Background: an optimization exercise with open tools, aiming at small area, a short achievable clock period and few clock cycles per item. Do not read the settings as production practice.
Only simulation tests tie the RTL to the original design; equivalence was not proved.
Power figures rest on the tool's default switching activity, not on a simulated workload.

==> design/flow/config.mk <==
export PLATFORM = sky130hd
export DESIGN_NAME = babe_dectree
export DESIGN_NICKNAME = babe_dectree
export VERILOG_FILES = /design/flow/design.v
export SDC_FILE = /design/flow/constraint.sdc
export NUM_CORES = 4
export LEC_CHECK = 0
export CAP_MARGIN = 20
export CORE_MARGIN = 2
export CORE_UTILIZATION = 40
export PLACE_DENSITY = 0.6
export SLEW_MARGIN = 20
==> design/flow/constraint.sdc <==
create_clock -name core_clock -period 6.0 [get_ports {clk}]
set_input_delay 1.2000 -clock core_clock [delete_from_list [all_inputs] [get_ports {clk}]]
set_output_delay 1.2000 -clock core_clock [all_outputs]
set_load 0.01 [all_outputs]
==> design/flow/design.v <==
module babe_dectree (
    input  wire        clk,
    input  wire        rst,
    input  wire        start,
    input  wire        first,
    input  wire [15:0] img_w,
    input  wire [15:0] stripe_y,
    input  wire [15:0] stripe_h,
    output wire        busy,
    output wire        fault,
    input  wire        in_valid,
    input  wire [7:0]  in_data,
    output wire        in_ready,
    output wire        job_valid,
    input  wire        job_ready,
    output wire [15:0] job_x,
    output wire [15:0] job_y,
    output wire [15:0] job_w,
    output wire [15:0] job_h,
    output wire [23:0] job_pal,
    output wire [7:0]  job_idx
);
    localparam S_IDLE = 2'd0;
    localparam S_NODE = 2'd1;    
    localparam S_IDX  = 2'd2;    
    localparam S_EMIT = 2'd3;    
    localparam DEPTH = 32;       
    reg [1:0]  state;
    reg [15:0] cx, cy, cw, ch;
    reg [63:0] stack [0:DEPTH-1];
    reg [5:0]  sp;
    reg [7:0]  bbuf;
    reg [3:0]  bcnt;             
    reg [2:0]  icnt;
    reg [7:0]  idx;
    reg [31:0] ord;              
    reg        fault_r;
    wire have_bit = (bcnt != 4'd0);
    wire bit_in   = bbuf[7];
    wire need_bit = (state == S_NODE) || (state == S_IDX);
    assign in_ready = need_bit && !have_bit;
    wire   load     = in_valid && in_ready;
    wire   take     = need_bit && have_bit;
    wire split_w = (cw >= ch) && (cw >= 16'd2);
    wire split_h = !split_w && (ch >= 16'd2);
    wire [15:0] w1 = cw >> 1;
    wire [15:0] h1 = ch >> 1;
    wire [4:0]  sp_top = sp[4:0] - 5'd1;
    always @(posedge clk) begin
        if (rst) begin
            state   <= S_IDLE;
            sp      <= 6'd0;
            bcnt    <= 4'd0;
            bbuf    <= 8'd0;
            ord     <= 32'd0;
            fault_r <= 1'b0;
            icnt    <= 3'd0;
            idx     <= 8'd0;
            cx      <= 16'd0;
            cy      <= 16'd0;
            cw      <= 16'd0;
            ch      <= 16'd0;
        end else begin
            if (load) begin
                bbuf <= in_data;
                bcnt <= 4'd8;
            end else if (take) begin
                bbuf <= {bbuf[6:0], 1'b0};
                bcnt <= bcnt - 4'd1;
            end
            case (state)
            S_IDLE: begin
                if (start) begin
                    cx      <= 16'd0;
                    cy      <= stripe_y;
                    cw      <= img_w;
                    ch      <= stripe_h;
                    sp      <= 6'd0;
                    fault_r <= 1'b0;
                    if (first) begin
                        bcnt <= 4'd0;
                        ord  <= 32'd0;
                    end
                    state <= S_NODE;
                end
            end
            S_NODE: begin
                if (take) begin
                    if (bit_in) begin
                        icnt  <= 3'd0;
                        state <= S_IDX;
                    end else if (split_w) begin
                        stack[sp[4:0]] <= {cx + w1, cy, cw - w1, ch};
                        sp <= sp + 6'd1;
                        cw <= w1;
                    end else if (split_h) begin
                        stack[sp[4:0]] <= {cx, cy + h1, cw, ch - h1};
                        sp <= sp + 6'd1;
                        ch <= h1;
                    end else begin
                        fault_r <= 1'b1;
                        state   <= S_IDLE;
                    end
                end
            end
            S_IDX: begin
                if (take) begin
                    idx  <= {idx[6:0], bit_in};
                    icnt <= icnt + 3'd1;
                    if (icnt == 3'd7)
                        state <= S_EMIT;
                end
            end
            S_EMIT: begin
                if (job_ready) begin
                    ord <= ord + 32'd1;
                    if (sp == 6'd0) begin
                        state <= S_IDLE;
                    end else begin
                        {cx, cy, cw, ch} <= stack[sp_top];
                        sp    <= sp - 6'd1;
                        state <= S_NODE;
                    end
                end
            end
            endcase
        end
    end
    assign busy      = (state != S_IDLE);
    assign fault     = fault_r;
    assign job_valid = (state == S_EMIT);
    assign job_x     = cx;
    assign job_y     = cy;
    assign job_w     = cw;
    assign job_h     = ch;
    assign job_pal   = ord[31:8];
    assign job_idx   = idx;
endmodule
==> design/flow/run.sh <==
#!/bin/bash
# synth_recipe.tcl (not shown) runs the flow's synth.tcl, then flattens the netlist and writes it again
# the make line also repeats each setting of config.mk as NAME=value (left out here)
make -C /OpenROAD-flow-scripts/flow DESIGN_CONFIG=/design/flow/config.mk WORK_HOME=/design/flow/orfs CLKGATE_MAP_FILE= SYNTH_SCRIPT=/design/flow/synth_recipe.tcl finish
==> run summary <==
-- cell usage in the layout, fill, tap and decap left out, types with 10 or more instances in the layout --
cell type	count
edfxtp_1	2048
mux4_2	640
nand2_1	249
clkbuf_16	221
a21oi_1	160
clkdlybuf4s50_1	160
buf_4	139
dfxtp_1	127
ha_1	116
nor2_1	110
inv_1	66
o21ai_0	57
clkinv_1	47
clkbuf_1	46
a221oi_1	41
nand3_1	40
xor2_1	40
xnor2_1	37
nor2_4	34
buf_12	32
clkinv_2	30
bufinv_16	28
nor3_1	26
o21ai_1	22
o211ai_1	18
mux2i_1	18
nand2b_1	17
nand4_1	16
a31oi_1	14
nor2b_1	14
o21ai_4	14
or3_1	13
a21oi_4	11
o21bai_1	10
-- power breakdown --
| part | total (mW) | switching, mW | internal, mW | leakage [nW] |
|---|---|---|---|---|
| registers | 20.8 | 0.273 | 20.5 | 19.7 |
| logic | 13.1 | 8.52 | 4.60 | 8.15 |
| clock network | 14.0 | 5.94 | 8.08 | 3.57 |
| total | 48.0 | 14.7 | 33.2 | 31.5 |
-- state kept, by name (all words and copies together) (netlist names), 4 cells and up, named ones only --
name,count
bbuf,8
bcnt,4
ch,16
cw,16
cx,16
cy,16
idx,8
ord,32
sp,6
stack,2048
-- routing by layer --
metal | global-route usage | routed length (um) | vias to the layer above
met4 | 0.0719 | 8260 | 0
met1 | 0.306 | 101000 | 24800
li1 | - | - | 18600
met3 | 0.0358 | 18000 | 352
met2 | 0.354 | 119000 | 1968
met5 | 0 | 0 | -
-- logic make-up (layout without fill, tap and decap cells) --
| logic type | Yosys count | after routing | synth area share |
|---|---|---|---|
| xor+xnor | 85 | 85 | 0.00870 |
| compound gates | 430 | 430 | 0.0309 |
| buf+inv | 307 | 811 | 0.0164 |
| mux | 658 | 658 | 0.166 |
| other cells | 0 | 2 | 0 |
| fa+ha+maj | 124 | 124 | 0.0181 |
| flops | 2176 | 2176 | 0.731 |
| simple gates | 567 | 567 | 0.0289 |
-- through the flow --
step | total power, mW | cells
3_5_place_dp | 34.2 | 7294
4_1_cts | 48.2 | 7703
2_1_floorplan | 29.3 | 4347
5_1_grt | 49.9 | 7705
6_report | 48.0 | 7707
3_3_place_gp | 34.0 | 7292
-- cells in the mapped netlist, drive strengths merged (7+ instances only) --
master	number	share of area
clkbuf	106	0.0045
a22oi	8	0.00068
and3	9	0.00064
a21o	8	0.00070
xnor2	44	0.0046
o211ai	18	0.0015
nor2b	15	0.0011
buf	134	0.0090
o21ai	94	0.0054
nor3	27	0.0017
a221oi	47	0.0051
mux4	640	0.16
nor2	144	0.0062
a211oi	13	0.0013
a31oi	14	0.0010
mux2i	18	0.0021
nand4	16	0.0011
o21a	10	0.00086
a21oi	174	0.0099
nand2	250	0.011
inv	66	0.0028
ha	119	0.017
dfxtp	128	0.029
nand3	40	0.0023
nand2b	17	0.0012
xor2	41	0.0041
o21bai	10	0.00086
or3	14	0.0011
and2	7	0.00050
edfxtp	2048	0.70
-- critical path, stage by stage (launching register included) --
cell	delay (ps)
dfxtp_1	420
inv_1	190
ha_1	350
o211ai_1	100
nor3_1	180
a21oi_1	120
o21bai_1	210
a211oi_2	150
nor2_1	400
nand3_1	770
nor2_4	980
buf_4	580
-- cell type report --
class / count / share of cell area
multi-input cells: 1864 / 0.226
well taps: 2854 / 0.0352
inverters: 67 / 0.00248
clock buffers: 274 / 0.0571
flip-flops and latches: 2176 / 0.631
repair buffers: 335 / 0.0330
diodes: 2 / 0.0000493
clock inverters: 135 / 0.0156
-- how the worst min path moves through the flow --
stage            start  endpoint  slack, ps
4_1_cts        bbuf[6]   bbuf[6]        460
3_5_place_dp   bbuf[6]   bbuf[6]        450
5_1_grt        bbuf[6]   bbuf[6]        470
3_3_place_gp   bbuf[6]   bbuf[6]        440
6_report       bbuf[6]   bbuf[6]        450
2_1_floorplan  bbuf[1]   bbuf[1]        440
==> run_results.csv <==
group,metric,value,unit
run_status,outcome,"no timing/DRC/antenna violations",
floorplanning,row_count,171,
timing,grt_setup_unrepaired,"no",
clock_tree,clkSinkCount,2176,
floorplanning,io_pins,162,
timing,setup_viol,0,
global_routing,grt_pass1_wl,348000,um
timing,slew-limit-headroom,0.231,
place,gp_congestion,0.876,
power_and_ir_drop,power_density,472,nW/um2
synth,synth_cell_types,72,
global_routing,grt_overflow_total,0,
clock_tree,hold_buffers,0,
setup_path,r2r_end,"stack[19][10]",
synth,yosysWarnings,1,
timing,tightest_slew,1150,ps
clock_tree,cts_buffers,220,
synth,async_flop_share,0,
floorplanning,initial_core_util,0.403,
synth,avgSynthCellArea,20.2,um2
synth,netlist_instances,4347,
timing,drv_slew,0,
clock_tree,clk_pin_slew,60,ps
setup_path,rr_startpoint,"ch[5]",
timing,whs,455,ps
cells_and_area,design_area,102000,um2
detailed_routing,vias,45700,
synth,synth_edf_count,2048,
detailed_routing,drt_drc_violations_left,0,
detailed_routing,wl_per_cell,32.0,um
synth,syn-num-nets,4533,
detailed_routing,routed_wl,247000,um
clock_tree,cts_tree,"yes",
clock_tree,clkLatencyLatePin,870,ps
synth,ys_ff_latch,2176,
detailed_routing,post_drt_via_cell_ratio,5.93,
cells_and_area,nets,4850,
setup_path,cp-endpoint,"stack[19][10]",
cells_and_area,register_area,64100,um2
timing,timing.final.hold_violations,0,
global_routing,antenna_found_initial,3,
cells_and_area,final_util,0.467,
setup_path,reg2regPathDepth,11,
synth,yosysSeqAreaShare,0.731,
power_and_ir_drop,ir_drop,0.000565,V
min_path,holdPathStages,2,
floorplanning,die_w,472,um
place,pre_cts_slack,1190,ps
place,placed_cell_area,94000,um2
timing,setup_tns,0,ps
setup_path,cp-start-kind,"flip-flop",
clock_tree,cts_buffer_depth,3,
cells_and_area,multi_input_area,22900,um2
place,portBuffers,161,
clock_tree,cts_root_buf,"clkbuf_16",
place,dp_hpwl,143000,um
setup_path,crit_required,6490,ps
timing,layout_min_cycle_time,4880,ps
detailed_routing,first_iter_violations,5503,
timing,finalClockSkew,37.8,ps
floorplanning,die_h,472,um
global_routing,grt_util_all_layers,0.220,
power_and_ir_drop,p_leak,31.5,nW
floorplanning,dieArea,223000,um2
synth,mappedNetlistArea,87700,um2
cells_and_area,drive_above_1_share,0.254,
cells_and_area,fillCellCount,17900,
clock_tree,postCtsResizedCells,0,
timing,period_share,0.813,
job,drv_cap,0,
global_routing,grt_max_degree,97,
setup_path,startpoint,"ch[5]",
setup_path,cp_max_fo,22,
cells_and_area,area_delta_synth_final,15.8,%
detailed_routing,postRouteAntennaNets,0,
setup_path,crit_path_end_kind,"flip-flop",
setup_path,crit_type,"flip-flop to flip-flop",
detailed_routing,drt_pass1_iterations,7,
setup_path,r2r_slack,1120,ps
clock_tree,cts_setup_buffers,0,
clock_tree,cts-htree-levels,4,
synth,ys.flop_type,"edfxtp_1",
floorplanning,core,218000,um2
global_routing,grt_pass1_vias,45500,
min_path,hold_class,"flip-flop to flip-flop",
timing,max_freq,205,MHz
timing,final.setup.worst_slack,1120,ps
setup_path,worstPathArrival,5370,ps
Testbench counts, summed over its fixed seeds: cycles 85,826, jobs 6,997.

[afterwards: timing with drivers on the ports]
The flow's constraints put no driver on any port. The routed layout listed below was extracted and timed again, unchanged, in two steps. Step 1: set_driving_cell puts a clkbuf_16 on clk and a buf_2 on each other input, an assumption about the parent block. Step 2, shift: input delay + t, output delay - t, t = (earliest + latest rising clock arrival at the registers) / 2. This alone moves slack from input paths to output paths. a / b / c = ideal ports / drivers / drivers and shift; a / b = the first two.
t (ns): 0.950
slack for setup (ns): 1.120 / 1.120 / 1.120
worst hold slack (ns): 0.455 / 0.455 / 0.455
After both steps setup and hold are still met in this run. The setup slack of this run moves by 0.000 ns with the drivers and by 0.000 ns with both steps.
